What follows belongs to an exercise in optimizing a design on an open flow for small area, a short achievable clock period and few clock cycles per item; a production flow would make more cautious choices.
Function was checked by simulation only, so behaviour that the tests miss may differ from the original.
No activity file was given, so power comes from the tool's default toggle rates.

## P
// bb_sync
module bb_sync (
    input  wire        clk,
    input  wire        rst,           
    input  wire        cmd_valid,
    output wire        cmd_ready,
    input  wire [31:0] cmd_data,
    output wire        kbc_rd,
    output wire        kbc_port,      
    input  wire        kbc_ack,
    input  wire [7:0]  kbc_rdata,
    output wire        rec_valid,
    input  wire        rec_ready,
    output wire [31:0] rec_data
);
Size in the first run: roughly 81 I/O pins.
clock: 4.5 ns
lec_check: 0
abc_area: 1
cap_margin: 20
core_margin: 2
core_utilization: 55
cts_buf_list: sky130_fd_sc_hd__clkbuf_8
setup_slack_margin: 2.3
slew_margin: 20
standard.sh (not shown) runs the stock make flow with config.mk's settings and CLKGATE_MAP_FILE= SYNTH_SCRIPT=/design/flow/synth_recipe.tcl, a recipe that flattens the netlist after the stock synthesis.
==> flow/flow/run.sh <==
#!/bin/bash
# Standard layout, except that the port buffers are buf_2 cells instead of
# the delay cells buffer_ports picks by default. Every port is still buffered.
set -euo pipefail
export BUFFER_PORTS_ARGS="-buffer_cell sky130_fd_sc_hd__buf_2"
bash standard.sh > standard.log 2>&1
Testbench counts of P, summed over its fixed seeds: cycles 26,047, ops 5,600.
What Q does differently from P at the input level:
--- a/flow/config.mk
+++ b/flow/config.mk
@@ -9,6 +9,6 @@
 export CAP_MARGIN = 20
 export CORE_MARGIN = 2
-export CORE_UTILIZATION = 55
+export CORE_UTILIZATION = 40
 export CTS_BUF_LIST = sky130_fd_sc_hd__clkbuf_8
-export SETUP_SLACK_MARGIN = 2.3
+export SETUP_SLACK_MARGIN = 1.5
 export SLEW_MARGIN = 20
==> comparison <==
Total wire length (Q over P): decrease, 1200 um. Looking at fraction of met1 tracks used by global routing, Q sits below P. Looking at power share of the combinational group across P and Q, the one that comes out lower is Q. From P to Q the numbers moved as follows: power in sequential cells was more or less identical, complex-gate fraction of the synthesized area roughly the same.
The inputs of R differ from those of Q as listed below.
--- a/flow/config.mk
+++ b/flow/config.mk
@@ -11,4 +11,4 @@
 export CORE_UTILIZATION = 40
 export CTS_BUF_LIST = sky130_fd_sc_hd__clkbuf_8
-export SETUP_SLACK_MARGIN = 1.5
+export SETUP_SLACK_MARGIN = 2.0
 export SLEW_MARGIN = 20
## What came out
Share of power burned in combinational logic sits higher in R than in Q.
Diff Q -> R | worst ir drop on vdd | increase of about 0.55%
Compared with Q, R instantiates a larger number of standard cells.
R vs. Q: clock-cell share of area went down by 0.15 points.
Comparing Q against R, there is no change at all in core area.
Edits applied to the flow inputs when going from R to S:
--- a/flow/config.mk
+++ b/flow/config.mk
@@ -9,5 +9,5 @@
 export CAP_MARGIN = 20
 export CORE_MARGIN = 2
-export CORE_UTILIZATION = 40
+export CORE_UTILIZATION = 65
 export CTS_BUF_LIST = sky130_fd_sc_hd__clkbuf_8
 export SETUP_SLACK_MARGIN = 2.0
Clock-buffer cell count came out lower on S than on R. Reported for R and S, sequential cell count turned out identical to the last digit. Between R and S, wire length on met3 is lower for R, S comes in above that. Via-per-instance ratio in S vs R: up about 10%. Aggregate routed wire length, R and S: higher on R. In S the die area turned out 9100 sq um lower than in R. S does worse than R on via count. Higher total global routing track utilization was reported by S, not R. Total power: S above R. The run showing the smaller placer congestion estimate is R. S vs R, critical path launch point: o_byte[7] vs mouse_b1[0]. In S relative to R, wire length on met1 had gone down by more than 10%.


before:
Another version of the RTL of bb_sync (not shown whole).
Size in the first run: roughly 150 flip-flops, about 81 I/O pins, ~0.0092 mm^2 of cells after synthesis.
// bb_sync
module bb_sync (
    input  wire        clk,
    input  wire        rst,           
    input  wire        cmd_valid,
    output wire        cmd_ready,
    input  wire [31:0] cmd_data,
    output wire        kbc_rd,
    output wire        kbc_port,      
    input  wire        kbc_ack,
    input  wire [7:0]  kbc_rdata,
    output wire        rec_valid,
    input  wire        rec_ready,
    output wire [31:0] rec_data
);
export LEC_CHECK = 0
export ABC_AREA = 1
export CAP_MARGIN = 20
export CORE_MARGIN = 2
export CORE_UTILIZATION = 55
export CTS_BUF_LIST = sky130_fd_sc_hd__clkbuf_8
export SETUP_SLACK_MARGIN = 2.0
export SLEW_MARGIN = 20
export TNS_END_PERCENT = 10
create_clock -name core_clock -period 4.5 [get_ports {clk}]
Scripts as last shown in full above: flow/flow/run.sh
Testbench counts of before, summed over its fixed seeds: cycles 26,047, ops 5,600.
Input-level comparison between after and before:
Settings: TNS_END_PERCENT: 10 -> 30.
Notes after the runs:
after and before ended up with nearly the same clock share of power.
For hold slack, after and before come out practically identical.
Changes observed in after relative to before: worst-case register-to-register setup slack went up; met1 track demand over resource neither gained nor lost much; switching power of the nets did not really move.
Compared with before, in after post-route clock skew about even, share of total power in combinational logic fell 0.2 points, internal cell power about even, core utilization about even.

[separate check: timing with driven ports]
In the flow no input, the clock included, has a driving cell. The finished layouts below were timed again as built, in two steps.
Step 1, drivers: a clkbuf_16 drives clk and a buf_2 each remaining input, both assumed.
Step 2 moves the port delays by t, midway between the first and last clock arrival at a register: inputs arrive t later, outputs are due t later. That takes back most of the time a late clock gives input paths.
Slacks: ideal / step 1 / step 2; pairs: ideal / step 1.
| run | t (ns) | setup slack, ns | worst hold slack (ns) | clock arrival spread, ns | slew at the worst register clock pin (ns) |
|---|---|---|---|---|---|
| P | 0.514 | 2.102 / 2.060 / 1.767 | 0.470 / 0.470 / 0.470 | 0.016 / 0.016 | 0.10 / 0.10 |
| Q | 0.491 | 1.639 / 1.599 / 1.660 | 0.468 / 0.468 / 0.468 | 0.018 / 0.019 | 0.09 / 0.09 |
| R | 0.494 | 2.025 / 1.986 / 1.754 | 0.465 / 0.465 / 0.465 | 0.018 / 0.018 | 0.09 / 0.09 |
| S | 0.516 | 2.033 / 1.993 / 1.633 | 0.472 / 0.472 / 0.472 | 0.012 / 0.012 | 0.09 / 0.09 |
| before | 0.508 | 1.968 / 1.924 / 1.647 | 0.474 / 0.474 / 0.474 | 0.013 / 0.013 | 0.10 / 0.10 |
| after | 0.508 | 1.989 / 1.946 / 1.655 | 0.474 / 0.474 / 0.474 | 0.010 / 0.011 | 0.09 / 0.09 |
After both steps every run listed still meets setup and hold. The setup slack of S, which loses most, moves by -0.040 ns with the drivers and by -0.400 ns with both steps.
